Background: an optimization exercise with open tools, aiming at small area. Do not read the settings as production practice. In this exercise RTL edits were held to simulation tests only and were not proved equivalent to the original. No activity file was given, so power comes from the tool's default toggle rates.

==> flow/design.v (outline; a module is shown in full before it is edited, if it fits) <==
// module lfsr_gen: 30 lines
// module lfsr_chk: 32 lines
// module lfsr_word_w: 308 lines
// module lfsr_check_r: 641 lines
// module lfsr_xnor: 3 lines
// module lfsr_xor: 3 lines
// module lfsr_nor: 3 lines
// module lfsr_mux2i: 3 lines
// module lfsr_differ: 4 lines
// module lfsr_any: 3 lines
// module lfsr_nall: 3 lines
// module lfsr_a22o: 4 lines
// module lfsr_a221o: 4 lines
// module lfsr_memtest: 165 lines
// module memtest_load_dec: 13 lines
// module memtest_clr_inc: 13 lines
// module memtest_nand2: 3 lines
// module memtest_a22o: 4 lines
// module memtest_a221o: 4 lines
// module memtest_and3: 3 lines
// module memtest_and4: 4 lines
// module memtest_and2: 3 lines
// module memtest_xor2: 3 lines
// module memtest_xnor2: 3 lines
// module memtest_mux2i: 3 lines
module lfsr_memtest #(
    parameter DW = 256,
    parameter AW = 24
) (
    input  wire          clk,
    input  wire          rst,
    input  wire [4:0]    host_cmd,
    input  wire [AW-1:0] host_wdata,
    output reg  [AW-1:0] host_rdata,
    output wire          w_stb,
    output wire [DW-1:0] w_data,
    input  wire          w_ack,
    input  wire          r_stb,
    input  wire [DW-1:0] r_data,
    output wire          r_ack
);
  // ...
==> flow/flow/run.sh <==
#!/bin/bash
# The standard layout (standard.sh, its synthesis unchanged), with three
# settings that ORFS reads from the environment:
#  - the port buffers are sky130_fd_sc_hd__buf_1 instead of the buffer that
#    buffer_ports picks by default (clkdlybuf4s50_1);
#  - timing-driven global placement does not keep the buffers of its trial
#    repair_design (GPL_KEEP_OVERFLOW=0); the later repair steps still run;
#  - clock tree synthesis inserts no dummy loads.
# ORFS writes each step's full log under orfs/logs/; make's own output goes to
# standard_flow.log here.
set -euo pipefail
export BUFFER_PORTS_ARGS="-buffer_cell sky130_fd_sc_hd__buf_1"
export GPL_KEEP_OVERFLOW=0
export CTS_ARGS="-sink_clustering_enable -repair_clock_nets -buf_list sky130_fd_sc_hd__clkbuf_8 -sink_clustering_size 40 -sink_clustering_max_diameter 150 -dont_use_dummy_load"
bash standard.sh > standard_flow.log 2>&1
==> flow/standard.sh <==
#!/bin/bash
# synth_recipe.tcl (not shown) runs the flow's synth.tcl, then flattens the netlist and writes it again
# the make line also repeats each setting of config.mk as NAME=value (left out here)
make -C /OpenROAD-flow-scripts/flow DESIGN_CONFIG=/design/flow/config.mk WORK_HOME=/design/flow/orfs CLKGATE_MAP_FILE= SYNTH_SCRIPT=/design/flow/synth_recipe.tcl "${@:-finish}"
==> flow/config.mk <==
export PLATFORM = sky130hd
export DESIGN_NAME = lfsr_memtest
export DESIGN_NICKNAME = lfsr_memtest
export VERILOG_FILES = /design/flow/design.v
export SDC_FILE = /design/flow/constraint.sdc
export NUM_CORES = 4
export LEC_CHECK = 0
export CAP_MARGIN = 0
export CORE_AREA = 5 5 215 215
export DIE_AREA = 0 0 220 220
export SETUP_SLACK_MARGIN = 0.1
export SLEW_MARGIN = 0
export SYNTH_HIERARCHICAL = 1
==> flow/constraint.sdc <==
create_clock -name core_clock -period 5.0 [get_ports {clk}]
set_input_delay 1.0000 -clock core_clock [delete_from_list [all_inputs] [get_ports {clk}]]
set_output_delay 1.0000 -clock core_clock [all_outputs]
set_load 0.01 [all_outputs]
==> load_flow_metrics.sql, run 1 <==
INSERT INTO impl_metrics (metric_group, metric, value, unit) VALUES
('status', 'outcome', 'timing/DRC/antenna clean', ''),
('global_routing', 'gr-total-overflow', '0', ''),
('power_and_ir_drop', 'worst_ir_drop_vdd', '0.130', 'mV'),
('global_routing', 'vias_in_the_first_global_route', '12927', ''),
('worst_setup_path', 'worstPathArrival', '3.53', 'ns'),
('drt', 'drt_wl_total', '62000', 'um'),
('drt', 'detailroute.wirelength.met3', '4120', 'um'),
('clock_tree', 'cts_buffers', '17', ''),
('worst_setup_path', 'worst-path-buf-inv', '1', ''),
('clock_tree', 'tritoncts_clock_tree', 'built', ''),
('cells_and_area', 'final_cell_mix', '569 x sky130_fd_sc_hd__buf_1, 522 x sky130_fd_sc_hd__xor2_1, 143 x sky130_fd_sc_hd__dfxtp_1', ''),
('sta', 'post-route-period-util', '0.905', ''),
('cells_and_area', 'biggestCellCategory', 'multi-input combinational cells', ''),
('synth', 'syn-instance-count', '1405', ''),
('clock_tree', 'h-tree-depth', '4', ''),
('power_and_ir_drop', 'share_seq_of_total_power', '0.368', ''),
('clock_tree', 'cts.repair_timing.setup_buffer_count', '0', ''),
('cells_and_area', 'layout_top_registers', 'u_rgen.p (31), u_wgen.p (31)', ''),
('worst_setup_path', 'critical-path-top-delay-family', 'XOR/XNOR gates', ''),
('synth', 'synth_enable_flop_cells', '0', ''),
('synth', 'post-synth-top-area-cell', 'sky130_fd_sc_hd__xor2_1', ''),
('sta', 'maxSlewHeadroom', '0.142', ''),
('sta', 'finClkSkew', '0.0390', 'ns'),
('synth', 'synth_top_family_by_area', 'XOR/XNOR gates', ''),
('sta', 'final-setup-viol-count', '0', ''),
('global_routing', 'grtUsageTotal', '0.240', ''),
('synth', 'synth_compound_area_frac', '0.0824', ''),
('synth', 'muxShareOfSynthArea', '0.0600', ''),
('cells_and_area', 'fill_cells', '4670', ''),
('cells_and_area', 'layout_cell_share_with_drive_strength_beyond_1', '0.0240', ''),
('global_routing', 'busiest_layer', 'met2', ''),
('worst_setup_path', 'startpoint', 'u_wgen.p[27]', ''),
('clock_tree', 'hold_buffers', '0', ''),
('sta', 'fin_ws', '0.473', 'ns'),
('global_routing', 'met3_usage', '0.0423', ''),
('worst_hold_path', 'whs_path_depth', '1', ''),
('global_routing', 'global_route_wire_length_before_repair', '86200', 'um');
==> module lfsr_chk, before the edit <==
module lfsr_chk #(
    parameter DW = 256
) (
    input  wire          clk,
    input  wire          rst,     
    input  wire          ce,      
    input  wire [DW-1:0] r,       
    output wire [3:0]    differ   
);
    localparam NS = 31;
    localparam [NS-1:0] PSTAR = 31'h6d514e80;
    reg  [NS-1:0] p;
    reg           z;
    wire [NS-1:0] s;         
    wire [NS-1:0] p_next;    
    wire          load = ce & ~rst;
    wire          keep = ~ce & ~rst;
    genvar i;
    for (i = 0; i < NS; i = i + 1) begin : g_p
        if (PSTAR[i]) begin : g_1
            lfsr_a221o u_n (.a1(load), .a2(s[i]), .b1(keep), .b2(p[i]), .c1(rst),
                            .y(p_next[i]));
        end else begin : g_0
            lfsr_a22o  u_n (.a1(load), .a2(s[i]), .b1(keep), .b2(p[i]), .y(p_next[i]));
        end
    end
    always @(posedge clk) begin
        p <= p_next;
        z <= rst | (z & ~ce);
    end
    lfsr_check_r u_check (.p(p), .z(z), .r(r), .s(s), .differ(differ));
endmodule
==> module lfsr_memtest, before the edit <==
module lfsr_memtest #(
    parameter DW = 256,
    parameter AW = 24
) (
    input  wire          clk,
    input  wire          rst,
    input  wire [4:0]    host_cmd,
    input  wire [AW-1:0] host_wdata,
    output reg  [AW-1:0] host_rdata,
    output wire          w_stb,
    output wire [DW-1:0] w_data,
    input  wire          w_ack,
    input  wire          r_stb,
    input  wire [DW-1:0] r_data,
    output wire          r_ack
);
    localparam [15:0] MAGIC = 16'h361f;
    localparam [2:0] IDX_MAGIC   = 3'd0;
    localparam [2:0] IDX_W_RESET = 3'd1;
    localparam [2:0] IDX_W_SHOOT = 3'd2;
    localparam [2:0] IDX_LENGTH  = 3'd3;
    localparam [2:0] IDX_R_RESET = 3'd4;
    localparam [2:0] IDX_ERRORS  = 3'd5;
    wire       cmd_en  = host_cmd[4];
    wire       cmd_we  = host_cmd[3];
    wire [2:0] cmd_idx = host_cmd[2:0];
    wire       cmd_wr  = cmd_en & cmd_we;
    wire       cmd_rd  = cmd_en & ~cmd_we;
    reg [AW-1:0] length;
    reg [AW-1:0] err_count;
    reg          p_w_reset;    
    reg          p_w_shoot;
    reg          p_r_reset;
    wire          wr_length   = cmd_wr && cmd_idx == IDX_LENGTH;
    wire          wr_length_n = ~wr_length;
    wire [AW-1:0] length_next;
    reg           len_valid;
    genvar        i;
    for (i = 0; i < AW; i = i + 1) begin : g_length
        memtest_a22o u_m (.a1(wr_length), .a2(host_wdata[i]), .b1(wr_length_n),
                          .b2(length[i]), .y(length_next[i]));
    end
    always @(posedge clk) begin
        length <= length_next;
        if (rst)
            len_valid <= 1'b0;
        else if (wr_length)
            len_valid <= 1'b1;
    end
    always @(posedge clk) begin
        if (rst) begin
            p_w_reset <= 1'b0;
            p_w_shoot <= 1'b0;
            p_r_reset <= 1'b0;
        end else begin
            p_w_reset <= cmd_wr && cmd_idx == IDX_W_RESET;
            p_w_shoot <= cmd_wr && cmd_idx == IDX_W_SHOOT;
            p_r_reset <= cmd_wr && cmd_idx == IDX_R_RESET;
        end
    end
    wire sel_magic  = cmd_rd && cmd_idx == IDX_MAGIC;
    wire sel_length = cmd_rd && cmd_idx == IDX_LENGTH && len_valid;
    wire sel_errors = cmd_rd && cmd_idx == IDX_ERRORS;
    localparam [AW-1:0] MAGIC_W = MAGIC;
    wire [AW-1:0] rdata;
    always @* host_rdata = rdata;
    for (i = 0; i < AW; i = i + 1) begin : g_rdata
        if (MAGIC_W[i]) begin : g_1
            memtest_a221o u_o (.a1(sel_length), .a2(length[i]), .b1(sel_errors),
                               .b2(errors[i]), .c1(sel_magic), .y(rdata[i]));
        end else begin : g_0
            memtest_a22o  u_o (.a1(sel_length), .a2(length[i]), .b1(sel_errors),
                               .b2(errors[i]), .y(rdata[i]));
        end
    end
    reg  [AW-1:0] rem_n;
    reg           armed;
    wire [AW-1:0] rem_n_next;
    wire [AW:0]   rem_low0;    
    wire          w_ce = w_stb & w_ack;
    assign w_stb = armed & ~(&rem_n);
    assign rem_low0[0] = 1'b1;
    assign rem_low0[1] = rem_n[0];
    for (i = 1; i < AW; i = i + 1) begin : g_rem_low0
        memtest_and2 u_a (.a(rem_low0[i]), .b(rem_n[i]), .y(rem_low0[i+1]));
    end
    for (i = 0; i < AW; i = i + 1) begin : g_rem
        memtest_load_dec u_bit (
            .q_n  (rem_n[i]),
            .low0 (rem_low0[i]),
            .dec  (w_ce),
            .load (p_w_shoot),
            .len  (length[i]),
            .d_n  (rem_n_next[i])
        );
    end
    always @(posedge clk) begin
        if (rst)
            armed <= 1'b0;
        else if (p_w_shoot)
            armed <= len_valid;
        rem_n <= rem_n_next;
    end
    lfsr_gen #(.DW(DW)) u_wgen (
        .clk (clk),
        .rst (rst | p_w_reset),
        .ce  (w_ce),
        .o   (w_data)
    );
    wire [3:0]    differ;      
    wire          err_inc;
    wire          err_clr = rst | p_r_reset;
    wire          err_clr_n = ~err_clr;
    wire [AW-1:0] err_next;
    wire [AW-1:0] errors;      
    wire [AW-1:0] err_low1;    
    reg  [3:0]    err_pend;
    assign r_ack = 1'b1;
    assign err_inc = |err_pend;
    wire [AW/4-1:0] grp1;      
    wire [AW/4-1:0] below1;    
    assign below1[0] = 1'b1;
    assign below1[1] = grp1[0];
    for (i = 0; i < AW / 4; i = i + 1) begin : g_grp
        memtest_and4 u_g (.a(err_count[4*i]), .b(err_count[4*i+1]), .c(err_count[4*i+2]),
                          .d(err_count[4*i+3]), .y(grp1[i]));
        if (i >= 1 && i < AW / 4 - 1) begin : g_below
            memtest_and2 u_b (.a(below1[i]), .b(grp1[i]), .y(below1[i+1]));
        end
        assign err_low1[4*i] = below1[i];
        if (i == 0) begin : g_first
            assign err_low1[1] = err_count[0];
            memtest_and2 u_2 (.a(err_count[0]), .b(err_count[1]), .y(err_low1[2]));
            memtest_and3 u_3 (.a(err_count[0]), .b(err_count[1]), .c(err_count[2]),
                              .y(err_low1[3]));
        end else begin : g_rest
            memtest_and2 u_1 (.a(below1[i]), .b(err_count[4*i]), .y(err_low1[4*i+1]));
            memtest_and3 u_2 (.a(below1[i]), .b(err_count[4*i]), .c(err_count[4*i+1]),
                              .y(err_low1[4*i+2]));
            memtest_and4 u_3 (.a(below1[i]), .b(err_count[4*i]), .c(err_count[4*i+1]),
                              .d(err_count[4*i+2]), .y(err_low1[4*i+3]));
        end
    end
    for (i = 0; i < AW; i = i + 1) begin : g_err
        memtest_clr_inc u_bit (
            .q     (err_count[i]),
            .low1  (err_low1[i]),
            .inc   (err_inc),
            .clr_n (err_clr_n),
            .value (errors[i]),
            .d     (err_next[i])
        );
    end
    always @(posedge clk) begin
        err_count <= err_next;
        err_pend  <= {4{err_clr_n & r_stb}} & differ;
    end
    lfsr_chk #(.DW(DW)) u_rgen (
        .clk (clk),
        .rst (rst | p_r_reset),
        .ce  (r_stb),
        .r      (r_data),
        .differ (differ)
    );
endmodule
==> run 2: changes to the inputs <==
--- a/flow/design.v
+++ b/flow/design.v
@@ -30,17 +30,17 @@
 endmodule
 module lfsr_chk #(
     parameter DW = 256
 ) (
     input  wire          clk,
     input  wire          rst,     
     input  wire          ce,      
     input  wire [DW-1:0] r,       
-    output wire [3:0]    differ   
+    output wire [0:0]    differ   
 );
     localparam NS = 31;
     localparam [NS-1:0] PSTAR = 31'h6d514e80;
     reg  [NS-1:0] p;
     reg           z;
     wire [NS-1:0] s;         
     wire [NS-1:0] p_next;    
     wire          load = ce & ~rst;
@@ -368,17 +368,17 @@
     lfsr_xor g1 (.a(x[249]), .b(o[225]), .y(o[1]));
     lfsr_xor g0 (.a(x[248]), .b(o[224]), .y(o[0]));
 endmodule
 module lfsr_check_r (
     input  wire [30:0]  p,
     input  wire         z,
     input  wire [255:0] r,
     output wire [30:0]  s,
-    output wire [3:0]   differ
+    output wire [0:0]   differ
 );
     wire [255:0] g;    
     wire [255:0] m;    
     wire [255:0] a;    
     lfsr_xor  g255 (.a(p[30]), .b(p[27]), .y(g[255]));
     lfsr_xor  g254 (.a(p[29]), .b(p[26]), .y(g[254]));
     lfsr_xor  g253 (.a(p[28]), .b(p[25]), .y(g[253]));
     lfsr_xor  g252 (.a(p[27]), .b(p[24]), .y(g[252]));
@@ -999,20 +999,17 @@
     wire t_h55;
     lfsr_xor  h55 (.a(a[50]), .b(g[22]), .y(t_h55));
     lfsr_xor  a43 (.a(r[43]), .b(r[46]), .y(a[43]));
     wire t_h56;
     lfsr_xor  h56 (.a(a[43]), .b(g[15]), .y(t_h56));
     lfsr_xnor a37 (.a(r[37]), .b(p[5]), .y(a[37]));
     wire t_h57;
     lfsr_xor  h57 (.a(a[37]), .b(p[29]), .y(t_h57));
-    lfsr_differ #(.WP(14), .WN(13)) u_differ0 (.p({t_d251, t_d247, t_d241, t_d234, t_d225, t_d27, t_d23, t_d19, t_d15, t_d11, t_d7, t_d3, t_h35, t_h55}), .n({t_h0, t_h4, t_h8, t_h12, t_h16, t_h20, t_h24, t_h28, t_h32, t_h37, t_h42, t_h46, t_h50}), .y(differ[0]));
-    lfsr_differ #(.WP(14), .WN(13)) u_differ1 (.p({t_d250, t_d245, t_d238, t_d232, t_d30, t_d26, t_d22, t_d18, t_d14, t_d10, t_d6, t_d2, t_h38, t_h56}), .n({t_h1, t_h5, t_h9, t_h13, t_h17, t_h21, t_h25, t_h29, t_h33, t_h39, t_h43, t_h47, t_h51}), .y(differ[1]));
-    lfsr_differ #(.WP(14), .WN(13)) u_differ2 (.p({t_d249, t_d244, t_d237, t_d227, t_d29, t_d25, t_d21, t_d17, t_d13, t_d9, t_d5, t_d1, t_h53, t_h57}), .n({t_h2, t_h6, t_h10, t_h14, t_h18, t_h22, t_h26, t_h30, t_h34, t_h40, t_h44, t_h48, t_h52}), .y(differ[2]));
-    lfsr_differ #(.WP(13), .WN(12)) u_differ3 (.p({t_d248, t_d242, t_d236, t_d226, t_d28, t_d24, t_d20, t_d16, t_d12, t_d8, t_d4, t_d0, t_h54}), .n({t_h3, t_h7, t_h11, t_h15, t_h19, t_h23, t_h27, t_h31, t_h36, t_h41, t_h45, t_h49}), .y(differ[3]));
+    lfsr_differ #(.WP(55), .WN(51)) u_differ0 (.p({t_d251, t_d250, t_d249, t_d248, t_d247, t_d245, t_d244, t_d242, t_d241, t_d238, t_d237, t_d236, t_d234, t_d232, t_d227, t_d226, t_d225, t_d30, t_d29, t_d28, t_d27, t_d26, t_d25, t_d24, t_d23, t_d22, t_d21, t_d20, t_d19, t_d18, t_d17, t_d16, t_d15, t_d14, t_d13, t_d12, t_d11, t_d10, t_d9, t_d8, t_d7, t_d6, t_d5, t_d4, t_d3, t_d2, t_d1, t_d0, t_h35, t_h38, t_h53, t_h54, t_h55, t_h56, t_h57}), .n({t_h0, t_h1, t_h2, t_h3, t_h4, t_h5, t_h6, t_h7, t_h8, t_h9, t_h10, t_h11, t_h12, t_h13, t_h14, t_h15, t_h16, t_h17, t_h18, t_h19, t_h20, t_h21, t_h22, t_h23, t_h24, t_h25, t_h26, t_h27, t_h28, t_h29, t_h30, t_h31, t_h32, t_h33, t_h34, t_h36, t_h37, t_h39, t_h40, t_h41, t_h42, t_h43, t_h44, t_h45, t_h46, t_h47, t_h48, t_h49, t_h50, t_h51, t_h52}), .y(differ[0]));
 endmodule
 module lfsr_xnor (input wire a, input wire b, output wire y);
     assign y = ~(a ^ b);
 endmodule
 module lfsr_xor (input wire a, input wire b, output wire y);
     assign y = a ^ b;
 endmodule
 module lfsr_nor (input wire a, input wire b, output wire y);
@@ -1143,26 +1140,24 @@
         rem_n <= rem_n_next;
     end
     lfsr_gen #(.DW(DW)) u_wgen (
         .clk (clk),
         .rst (rst | p_w_reset),
         .ce  (w_ce),
         .o   (w_data)
     );
-    wire [3:0]    differ;      
-    wire          err_inc;
+    wire          differ;      
     wire          err_clr = rst | p_r_reset;
     wire          err_clr_n = ~err_clr;
     wire [AW-1:0] err_next;
     wire [AW-1:0] errors;      
     wire [AW-1:0] err_low1;    
-    reg  [3:0]    err_pend;
+    reg           err_pend;
     assign r_ack = 1'b1;
-    assign err_inc = |err_pend;
     wire [AW/4-1:0] grp1;      
     wire [AW/4-1:0] below1;    
     assign below1[0] = 1'b1;
     assign below1[1] = grp1[0];
     for (i = 0; i < AW / 4; i = i + 1) begin : g_grp
         memtest_and4 u_g (.a(err_count[4*i]), .b(err_count[4*i+1]), .c(err_count[4*i+2]),
                           .d(err_count[4*i+3]), .y(grp1[i]));
         if (i >= 1 && i < AW / 4 - 1) begin : g_below
@@ -1181,25 +1176,25 @@
             memtest_and4 u_3 (.a(below1[i]), .b(err_count[4*i]), .c(err_count[4*i+1]),
                               .d(err_count[4*i+2]), .y(err_low1[4*i+3]));
         end
     end
     for (i = 0; i < AW; i = i + 1) begin : g_err
         memtest_clr_inc u_bit (
             .q     (err_count[i]),
             .low1  (err_low1[i]),
-            .inc   (err_inc),
+            .inc   (err_pend),
             .clr_n (err_clr_n),
             .value (errors[i]),
             .d     (err_next[i])
         );
     end
     always @(posedge clk) begin
         err_count <= err_next;
-        err_pend  <= {4{err_clr_n & r_stb}} & differ;
+        err_pend  <= err_clr_n & r_stb & differ;
     end
     lfsr_chk #(.DW(DW)) u_rgen (
         .clk (clk),
         .rst (rst | p_r_reset),
         .ce  (r_stb),
         .r      (r_data),
         .differ (differ)
     );
==> load_flow_metrics.sql, run 2 <==
INSERT INTO impl_metrics (metric_group, metric, value, unit) VALUES
('worst_hold_path', 'hold_start', 'length[8]', ''),
('worst_hold_path', 'whs_path_depth', '1', ''),
('global_routing', 'vias_in_the_first_global_route', '13136', ''),
('drt', 'post_drt_wl_per_cell', '24.8', 'um'),
('worst_setup_path', 'worstReg2RegStart', 'u_rgen.p[26]', ''),
('cells_and_area', 'finish.cell_count_without_fillers', '2588', ''),
('die', 'die_width', '220', 'um'),
('synth', 'unique_masters_post_synth', '38', ''),
('cells_and_area', 'fill_cells', '4713', ''),
('worst_hold_path', 'min_to', 'rem_n[8]', ''),
('worst_setup_path', 'critical_path.max_fanout', '6', ''),
('cells_and_area', 'finalNetCount', '2285', ''),
('clock_tree', 'h-tree-depth', '4', ''),
('drt', 'final_antenna_net_count', '0', ''),
('global_routing', 'antenna_found_initial', '8', ''),
('sta', 'grt_setup_unrepaired', 'no', ''),
('placement', 'place.gp.congestion', '0.956', ''),
('power_and_ir_drop', 'power_density', '253', 'nW/um^2'),
('power_and_ir_drop', 'worst_ir_drop_vdd', '0.137', 'mV'),
('global_routing', 'gr-total-overflow', '0', ''),
('global_routing', 'grt_start_max_net_pins', '45', ''),
('placement', 'hpwl', '54600', 'um'),
('die', 'start_util', '0.286', ''),
('drt', 'post-route-drc-count', '0', ''),
('synth', 'yosys-top-cells-count', '522 x sky130_fd_sc_hd__xor2_1, 142 x sky130_fd_sc_hd__dfxtp_1, 126 x sky130_fd_sc_hd__xnor2_1', ''),
('drt', 'routed-wl-met2', '32400', 'um'),
('worst_setup_path', 'r2r_cells', '11', ''),
('synth', 'post-synth-top-area-cell', 'sky130_fd_sc_hd__xor2_1', ''),
('cells_and_area', 'commonest_non_fill_non_tap_cell_in_the_layout', 'sky130_fd_sc_hd__buf_1', ''),
('worst_hold_path', 'hold_path_class', 'register to register', ''),
('synth', 'yosys-top-cells-area', 'sky130_fd_sc_hd__xor2_1 36%, sky130_fd_sc_hd__dfxtp_1 23%, sky130_fd_sc_hd__xnor2_1 8.8%', ''),
('die', 'die-area', '48400', 'um^2'),
('drt', 'detailroute.wirelength.met3', '4490', 'um'),
('synth', 'synth_enable_flop_cells', '0', ''),
('worst_setup_path', 'crit_slowest_cell', 'sky130_fd_sc_hd__xor2_1', ''),
('global_routing', 'global_route_wire_length_before_repair', '89000', 'um'),
('sta', 'max_clock_freq', '213', 'MHz'),
('die', 'number_of_standard_cell_rows_in_the_floorplan', '77', ''),
('worst_setup_path', 'timing.reg2reg.setup_slack', '0.63', 'ns'),
('worst_setup_path', 'timing.critical_path.mode_cell', 'sky130_fd_sc_hd__xor2_1', ''),
('global_routing', 'grtUsageTotal', '0.250', ''),
('drt', 'wl_met1', '24000', 'um'),
('cells_and_area', 'area.growth.synth_to_final', '26.5', '%'),
('clock_tree', 'tritoncts_clock_tree', 'built', ''),
('worst_setup_path', 'critPathCaptureType', 'output pin', ''),
('synth', 'synth_sequential_area_ratio', '0.226', ''),
('worst_setup_path', 'worst_path_largest_cell_delay', '0.83', 'ns'),
('clock_tree', 'clock-root-buffer', 'sky130_fd_sc_hd__clkbuf_8', ''),
('synth', 'ys_warn_count', '9', ''),
('sta', 'post-route-period-util', '0.940', ''),
('sta', 'worst_slew_pin_slew', '1.38', 'ns'),
('drt', 'vias', '13138', ''),
('worst_setup_path', 'worstPathArrival', '3.70', 'ns'),
('synth', 'synth_flop_cell', 'sky130_fd_sc_hd__dfxtp_1', ''),
('clock_tree', 'total_number_of_clock_tree_sinks', '142', ''),
('clock_tree', 'hold_buffers', '0', ''),
('sta', 'finClkSkew', '0.0448', 'ns'),
('clock_tree', 'cts_buffers', '17', ''),
('synth', 'ys_seq_elements', '142', ''),
('sta', 'hold_viol', '0', ''),
('worst_setup_path', 'cp-start-kind', 'register', ''),
('power_and_ir_drop', 'total_leakage_power', '6.49', 'nW'),
('synth', 'yosys.cell_count.top_type', 'sky130_fd_sc_hd__xor2_1', ''),
('synth', 'netlist.area_leader.share', '0.364', ''),
('clock_tree', 'clk_pin_slew', '0.09', 'ns'),
('sta', 'final_worst_path_period_need', '4.70', 'ns'),
('synth', 'asyncSetResetFlopFracSynth', '0', ''),
('cells_and_area', 'layout_top_registers', 'u_rgen.p (31), u_wgen.p (31)', ''),
('clock_tree', 'clock_path_buffers', '2', ''),
('die', 'die_span_in_y', '220', 'um'),
('sta', 'whs', '0.499', 'ns'),
('sta', 'final-setup-viol-count', '0', ''),
('cells_and_area', 'layout_cell_share_with_drive_strength_beyond_1', '0.0236', ''),
('placement', 'placedCellCount', '2569', ''),
('status', 'outcome', 'timing/DRC/antenna clean', ''),
('sta', 'maxSlewHeadroom', '0.0737', ''),
('worst_setup_path', 'path_cells', 'xnor2_2, xor2_1, xor2_1, xor2_1, xor2_1, buf_1', ''),
('worst_setup_path', 'worstReg2RegEnd', 'err_pend', ''),
('die', 'core_area', '43900', 'um^2'),
('die', 'ioPinCount', '571', ''),
('synth', 'syn-instance-count', '1397', ''),
('worst_setup_path', 'critPathKind', 'register to output pin', ''),
('job', 'max_cap_violations', '0', ''),
('drt', 'drtIter0Drc', '958', ''),
('sta', 'drv_slew', '0', ''),
('cells_and_area', 'final_cell_mix', '569 x sky130_fd_sc_hd__buf_1, 520 x sky130_fd_sc_hd__xor2_1, 140 x sky130_fd_sc_hd__dfxtp_1', ''),
('drt', 'routed_via_density', '5.08', ''),
('worst_setup_path', 'critical_path_required', '4.00', 'ns'),
('clock_tree', 'clock_latency', '0.48', 'ns'),
('synth', 'syn-mean-instance-area', '8.99', 'um^2'),
('drt', 'top_layer_used', 'met4', ''),
('drt', 'drt_pre_antenna_iters', '6', ''),
('drt', 'drt_wl_total', '64200', 'um'),
('synth', 'syn_area', '12600', 'um^2'),
('placement', 'buffer_ports.inserted', '569', '');
[run 2: critical path, delay by kind of cell (launching register included)]
| family | cells | cell delay [ns] |
|---|---|---|
| XOR/XNOR | 5 | 2.63 |
| buffers and inverters | 1 | 0.18 |
| flip-flops | 1 | 0.42 |
[run 2: cell type report]
type / instances / area, um^2 / share of cell area
diodes: 2 / 5.00 / 0.000315
clock buffers: 17 / 234 / 0.0147
inverters: 5 / 18.8 / 0.00118
multi-input cells: 1251 / 9760 / 0.614
flip-flops and latches: 142 / 2850 / 0.179
well taps: 592 / 741 / 0.0466
repair buffers: 579 / 2290 / 0.144
[run 2: worst max path at each step]
| stage | startpoint | cells past startpoint | slack [ns] | to |
|---|---|---|---|---|
| 2_1_floorplan | rem_n[0] | 25 | 0.90 | rem_n[23] |
| 3_3_place_gp | rst | 5 | -0.67 | u_rgen.p[14] |
| 3_5_place_dp | u_wgen.p[27] | 6 | 0.47 | w_data[16] |
| 4_1_cts | u_wgen.p[21] | 6 | 0.27 | w_data[50] |
| 5_1_grt | u_wgen.p[27] | 6 | 0.19 | w_data[16] |
| 6_report | u_wgen.p[27] | 6 | 0.30 | w_data[16] |
[run 2: Yosys stat by module (local to each module, per instance), a selection]
module / area, um^2 / copies in the design / cells
memtest_a22o: 8.76 / 39 / 1
memtest_and3: 6.26 / 6 / 1
memtest_and2: 6.26 / 56 / 1
lfsr_xor: 8.76 / 498 / 1
memtest_mux2i: 10.0 / 24 / 1
memtest_xnor2: 8.76 / 24 / 1
lfsr_a22o: 8.76 / 35 / 1
memtest_a221o: 10.0 / 9 / 1
lfsr_mux2i: 10.0 / 51 / 1
lfsr_nor: 3.75 / 68 / 1
lfsr_memtest: 1780 / 1 / 112
memtest_and4: 8.76 / 10 / 1
memtest_nand2: 3.75 / 48 / 1
lfsr_a221o: 10.0 / 27 / 1
memtest_xor2: 8.76 / 24 / 1
[run 2: cell families after synthesis]
kind of cell / Yosys count / share of synthesized area
flops: 142 / 0.226
buf+inv: 6 / 0.00209
xor+xnor: 648 / 0.452
other cells: 1 / 0.000299
mux: 76 / 0.0606
compound gates: 115 / 0.0829
simple gates: 409 / 0.176
[run 2: per-layer routing]
metal | vias up | GRT usage
met3 | 144 | 0.0496
met5 | - | 0
met4 | 0 | 0.112
met2 | 705 | 0.463
li1 | 6035 | -
met1 | 6254 | 0.275
[run 2: where the power goes]
part	internal (mW)	switching [mW]	total, mW	leakage (nW)
combinational	0.658	1.19	1.85	5.19
sequential	1.27	0.200	1.47	1.17
clock	0.299	0.407	0.707	0.122
total	2.22	1.80	4.02	6.49
[run 2: per-stage QoR]
step                utilization  area, um^2  power (mW)  setup TNS (ns)  worst slack (ns)
global placement          0.351       15400        3.30          -23.01            -0.670
floorplan                     -       12600        2.51               0             0.902
detailed placement        0.356       15600        3.31               0             0.469
CTS                       0.361       15900        4.03               0             0.273
finish                    0.362       15900        4.02               0             0.298
global route              0.362       15900        4.23               0             0.191
[run 2: what timing repair did]
item                       CTS  global route
gates resized for setup      1             2
setup buffers                0             0
setup endpoints to repair    3             1
cloned                       0             0
==> run 3: changes to the inputs <==
==> flow/config.mk (replaced) <==
export PLATFORM = sky130hd
export DESIGN_NAME = lfsr_memtest
export DESIGN_NICKNAME = lfsr_memtest
export VERILOG_FILES = /design/flow/design.v
export SDC_FILE = /design/flow/constraint.sdc
export NUM_CORES = 4
export LEC_CHECK = 0
export CAP_MARGIN = 10
export CORE_AREA = 5 5 195 195
export DIE_AREA = 0 0 200 200
export SETUP_SLACK_MARGIN = 0.1
export SLEW_MARGIN = 10
export SYNTH_HIERARCHICAL = 1
==> load_flow_metrics.sql, run 3 <==
INSERT INTO impl_metrics (metric_group, metric, value, unit) VALUES
('global_routing', 'gr-total-overflow', '0', ''),
('placement', 'placedCellCount', '2436', ''),
('clock_tree', 'clock-root-buffer', 'sky130_fd_sc_hd__clkbuf_8', ''),
('sta', 'final_worst_path_period_need', '4.60', 'ns'),
('synth', 'syn-instance-count', '1397', ''),
('drt', 'drtIter0Drc', '720', ''),
('drt', 'drt_wl_total', '59200', 'um'),
('synth', 'syn-mean-instance-area', '8.99', 'um^2'),
('power_and_ir_drop', 'total_leakage_power', '6.47', 'nW'),
('cells_and_area', 'layout_cell_share_with_drive_strength_beyond_1', '0.0221', ''),
('clock_tree', 'cts_buffers', '17', ''),
('placement', 'place.gp.congestion', '0.953', ''),
('sta', 'fin_ws', '0.399', 'ns'),
('worst_setup_path', 'critical_path.max_fanout', '5', ''),
('worst_setup_path', 'critPathCaptureType', 'register', ''),
('cells_and_area', 'finalNetCount', '2283', ''),
('clock_tree', 'tritoncts_clock_tree', 'built', ''),
('synth', 'ys_warn_count', '9', ''),
('worst_hold_path', 'min_to', 'rem_n[16]', ''),
('die', 'start_util', '0.353', ''),
('cells_and_area', 'commonest_non_fill_non_tap_cell_in_the_layout', 'sky130_fd_sc_hd__buf_1', ''),
('clock_tree', 'total_number_of_clock_tree_sinks', '142', ''),
('job', 'max_cap_violations', '0', ''),
('drt', 'drt_pre_antenna_iters', '5', ''),
('worst_setup_path', 'critical_path_required', '5.33', 'ns'),
('sta', 'max_clock_freq', '217', 'MHz'),
('die', 'die-area', '40000', 'um^2'),
('worst_setup_path', 'timing.reg2reg.setup_slack', '0.40', 'ns'),
('die', 'ioPinCount', '571', ''),
('worst_hold_path', 'hold_path_class', 'register to register', ''),
('synth', 'yosys-top-cells-count', '522 x sky130_fd_sc_hd__xor2_1, 142 x sky130_fd_sc_hd__dfxtp_1, 126 x sky130_fd_sc_hd__xnor2_1', ''),
('clock_tree', 'h-tree-depth', '4', ''),
('synth', 'ys_seq_elements', '142', ''),
('synth', 'synth_flop_cell', 'sky130_fd_sc_hd__dfxtp_1', ''),
('cells_and_area', 'finish.cell_count_without_fillers', '2460', ''),
('sta', 'maxSlewHeadroom', '0.0877', ''),
('placement', 'buffer_ports.inserted', '569', ''),
('power_and_ir_drop', 'cell_internal_pwr', '2.22', 'mW'),
('placement', 'dp_worst_setup_slack', '0.168', 'ns'),
('sta', 'post-route-period-util', '0.920', ''),
('clock_tree', 'quantity_of_gates_resized_following_cts', '0', ''),
('worst_setup_path', 'r2r_cells', '11', ''),
('global_routing', 'grtUsageTotal', '0.279', ''),
('worst_hold_path', 'whs_path_depth', '1', ''),
('sta', 'finClkSkew', '0.0360', 'ns'),
('sta', 'grt_setup_unrepaired', 'no', ''),
('global_routing', 'global_route_wire_length_before_repair', '83400', 'um'),
('global_routing', 'antenna_found_initial', '7', ''),
('synth', 'synth_enable_flop_cells', '0', ''),
('sta', 'worst_slew_pin_slew', '1.36', 'ns'),
('sta', 'final-setup-viol-count', '0', ''),
('power_and_ir_drop', 'share_comb_of_total_power', '0.455', ''),
('worst_setup_path', 'cp-start-kind', 'register', ''),
('power_and_ir_drop', 'worst_ir_drop_vdd', '0.146', 'mV'),
('sta', 'hold_viol', '0', ''),
('placement', 'hpwl', '50300', 'um'),
('cells_and_area', 'layout_top_registers', 'u_rgen.p (31), u_wgen.p (31)', ''),
('synth', 'unique_masters_post_synth', '38', ''),
('worst_setup_path', 'worstPathArrival', '4.93', 'ns'),
('synth', 'yosys.cell_count.top_type', 'sky130_fd_sc_hd__xor2_1', ''),
('drt', 'final_antenna_net_count', '0', ''),
('clock_tree', 'hold_buffers', '0', ''),
('synth', 'netlist.area_leader.share', '0.364', ''),
('synth', 'asyncSetResetFlopFracSynth', '0', ''),
('die', 'die_span_in_y', '200', 'um'),
('worst_setup_path', 'critPathKind', 'register to register', ''),
('cells_and_area', 'final_cell_mix', '569 x sky130_fd_sc_hd__buf_1, 521 x sky130_fd_sc_hd__xor2_1, 140 x sky130_fd_sc_hd__dfxtp_1', ''),
('power_and_ir_drop', 'share_seq_of_total_power', '0.369', ''),
('power_and_ir_drop', 'power_density', '252', 'nW/um^2'),
('clock_tree', 'cts.repair_timing.setup_buffer_count', '0', ''),
('die', 'die_width', '200', 'um'),
('power_and_ir_drop', 'switchingPower', '1.73', 'mW'),
('synth', 'synth_sequential_area_ratio', '0.226', ''),
('die', 'number_of_standard_cell_rows_in_the_floorplan', '69', ''),
('power_and_ir_drop', 'power_frac_clock', '0.175', ''),
('sta', 'drv_slew', '0', ''),
('drt', 'post-route-drc-count', '0', ''),
('clock_tree', 'clock_path_buffers', '2', ''),
('worst_setup_path', 'worstReg2RegEnd', 'err_pend', ''),
('global_routing', 'vias_in_the_first_global_route', '13022', ''),
('power_and_ir_drop', 'switching_share', '0.437', ''),
('drt', 'post_drt_wl_per_cell', '24.1', 'um'),
('cells_and_area', 'area.growth.synth_to_final', '25.0', '%'),
('clock_tree', 'clock_latency', '0.45', 'ns'),
('die', 'core_area', '35600', 'um^2'),
('status', 'outcome', 'timing/DRC/antenna clean', ''),
('worst_hold_path', 'hold_start', 'length[16]', ''),
('sta', 'whs', '0.485', 'ns'),
('drt', 'routed_via_density', '5.28', ''),
('synth', 'syn_area', '12600', 'um^2'),
('synth', 'yosys-top-cells-area', 'sky130_fd_sc_hd__xor2_1 36%, sky130_fd_sc_hd__dfxtp_1 23%, sky130_fd_sc_hd__xnor2_1 8.8%', ''),
('global_routing', 'grt_start_max_net_pins', '37', ''),
('clock_tree', 'clk_pin_slew', '0.08', 'ns'),
('synth', 'post-synth-top-area-cell', 'sky130_fd_sc_hd__xor2_1', ''),
('worst_setup_path', 'worstReg2RegStart', 'u_rgen.p[26]', ''),
('drt', 'vias', '12977', '');
## run 3: layout make-up
class / count / area [um^2]
fill: 3712 / 19900
sequential: 142 / 2850
tap: 461 / 577
antenna: 7 / 17.5
clock buffer: 17 / 234
inverter: 5 / 18.8
timing repair buffer: 577 / 2240
multi-input combinational: 1251 / 9770
## run 3: metal layers
metal  track usage  vias to the layer above  wire (um)
li1              -                     6038          -
met1         0.319                     6224      22700
met2         0.488                      600      29000
met3        0.0569                      115       4240
met4         0.152                        0       3220
met5             0                        -          0
## run 3: modules after synthesis, one instance, submodules excluded, excerpt
module	flip-flops and latches	cells	cell area, um^2	copies in the design
memtest_a221o	0	1	10.0	9
lfsr_a221o	0	1	10.0	27
memtest_xnor2	0	1	8.76	24
memtest_and4	0	1	8.76	10
lfsr_xnor	0	1	8.76	102
memtest_xor2	0	1	8.76	24
lfsr_nor	0	1	3.75	68
memtest_nand2	0	1	3.75	48
## run 3: kinds of logic (layout without fill, tap and decap cells)
group | count (synthesis) | after routing | synth area share
other | 1 | 10 | 0.000299
DFF | 142 | 142 | 0.226
buffers and inverters | 6 | 599 | 0.00209
AOI/OAI and AO/OA | 115 | 115 | 0.0829
xor gates and xnor gates | 648 | 648 | 0.452
and+or+nand+nor | 409 | 409 | 0.176
muxes | 76 | 76 | 0.0606
## run 3: worst max path at each step
| stage | cells after the start | to | from |
|---|---|---|---|
| after floorplan | 25 | rem_n[23] | rem_n[0] |
| after global placement | 5 | u_rgen.p[20] | rst |
| after detailed placement | 11 | err_pend | u_rgen.p[26] |
| after CTS | 11 | err_pend | u_rgen.p[26] |
| after global routing | 11 | err_pend | u_rgen.p[26] |
| final | 11 | err_pend | u_rgen.p[26] |
## run 3: power groups by stage
| stage | Clock, mW | Sequential, mW | Combinational [mW] |
|---|---|---|---|
| 4_1_cts | 0.723 | 1.46 | 1.79 |
| 6_report | 0.692 | 1.46 | 1.80 |
| 3_3_place_gp | 0 | 1.48 | 1.76 |
| 5_1_grt | 0.769 | 1.48 | 1.93 |
| 3_5_place_dp | 0 | 1.48 | 1.78 |
| 2_1_floorplan | 0 | 1.41 | 1.10 |
## run 3: critical path, cell delays in order, from the launching register on
cell and delay [ns]:
sky130_fd_sc_hd__dfxtp_1 0.48, sky130_fd_sc_hd__xor2_2 0.57, sky130_fd_sc_hd__xnor2_1 0.22, sky130_fd_sc_hd__nor2_1 0.70, sky130_fd_sc_hd__xor2_1 0.18, sky130_fd_sc_hd__or4_1 0.44, sky130_fd_sc_hd__mux2i_1 0.43, sky130_fd_sc_hd__nand4_1 0.26
sky130_fd_sc_hd__or4_1 0.57, sky130_fd_sc_hd__nor4_1 0.28, sky130_fd_sc_hd__nand4_1 0.16, sky130_fd_sc_hd__and3_1 0.20
## run 3: through the flow
step | cell area (um^2) | setup TNS (ns) | power, mW | util
finish | 15700 | 0 | 3.95 | 0.441
floorplan | 12600 | 0 | 2.51 | -
detailed placement | 15400 | 0 | 3.26 | 0.434
CTS | 15700 | 0 | 3.96 | 0.441
global placement | 15300 | -17.30 | 3.24 | 0.429
global route | 15700 | 0 | 4.18 | 0.441

[separate check: timing with driven ports]
In the flow no input, the clock included, has a driving cell. The finished layouts below were timed again as built, in two steps.
Step 1 assumes that a clkbuf_16 drives the clock port and a buf_2 every other input.
Step 2 moves the port delays by t, midway between the first and last clock arrival at a register: inputs arrive t later, outputs are due t later. That takes back most of the time a late clock gives input paths.
Slacks: ideal ports / drivers / drivers and shift; pairs: ideal ports / drivers.
run	t, ns	setup slack, ns	hold slack, ns	worst slew at a driven data input, ns
run 1	0.476	0.473 / 0.431 / 0.732	0.480 / 0.480 / 0.480	0.08
run 2	0.502	0.298 / 0.256 / 0.631	0.499 / 0.499 / 0.499	0.12
run 3	0.466	0.399 / 0.399 / 0.399	0.485 / 0.485 / 0.485	0.10
After both steps every run listed still meets setup and hold.
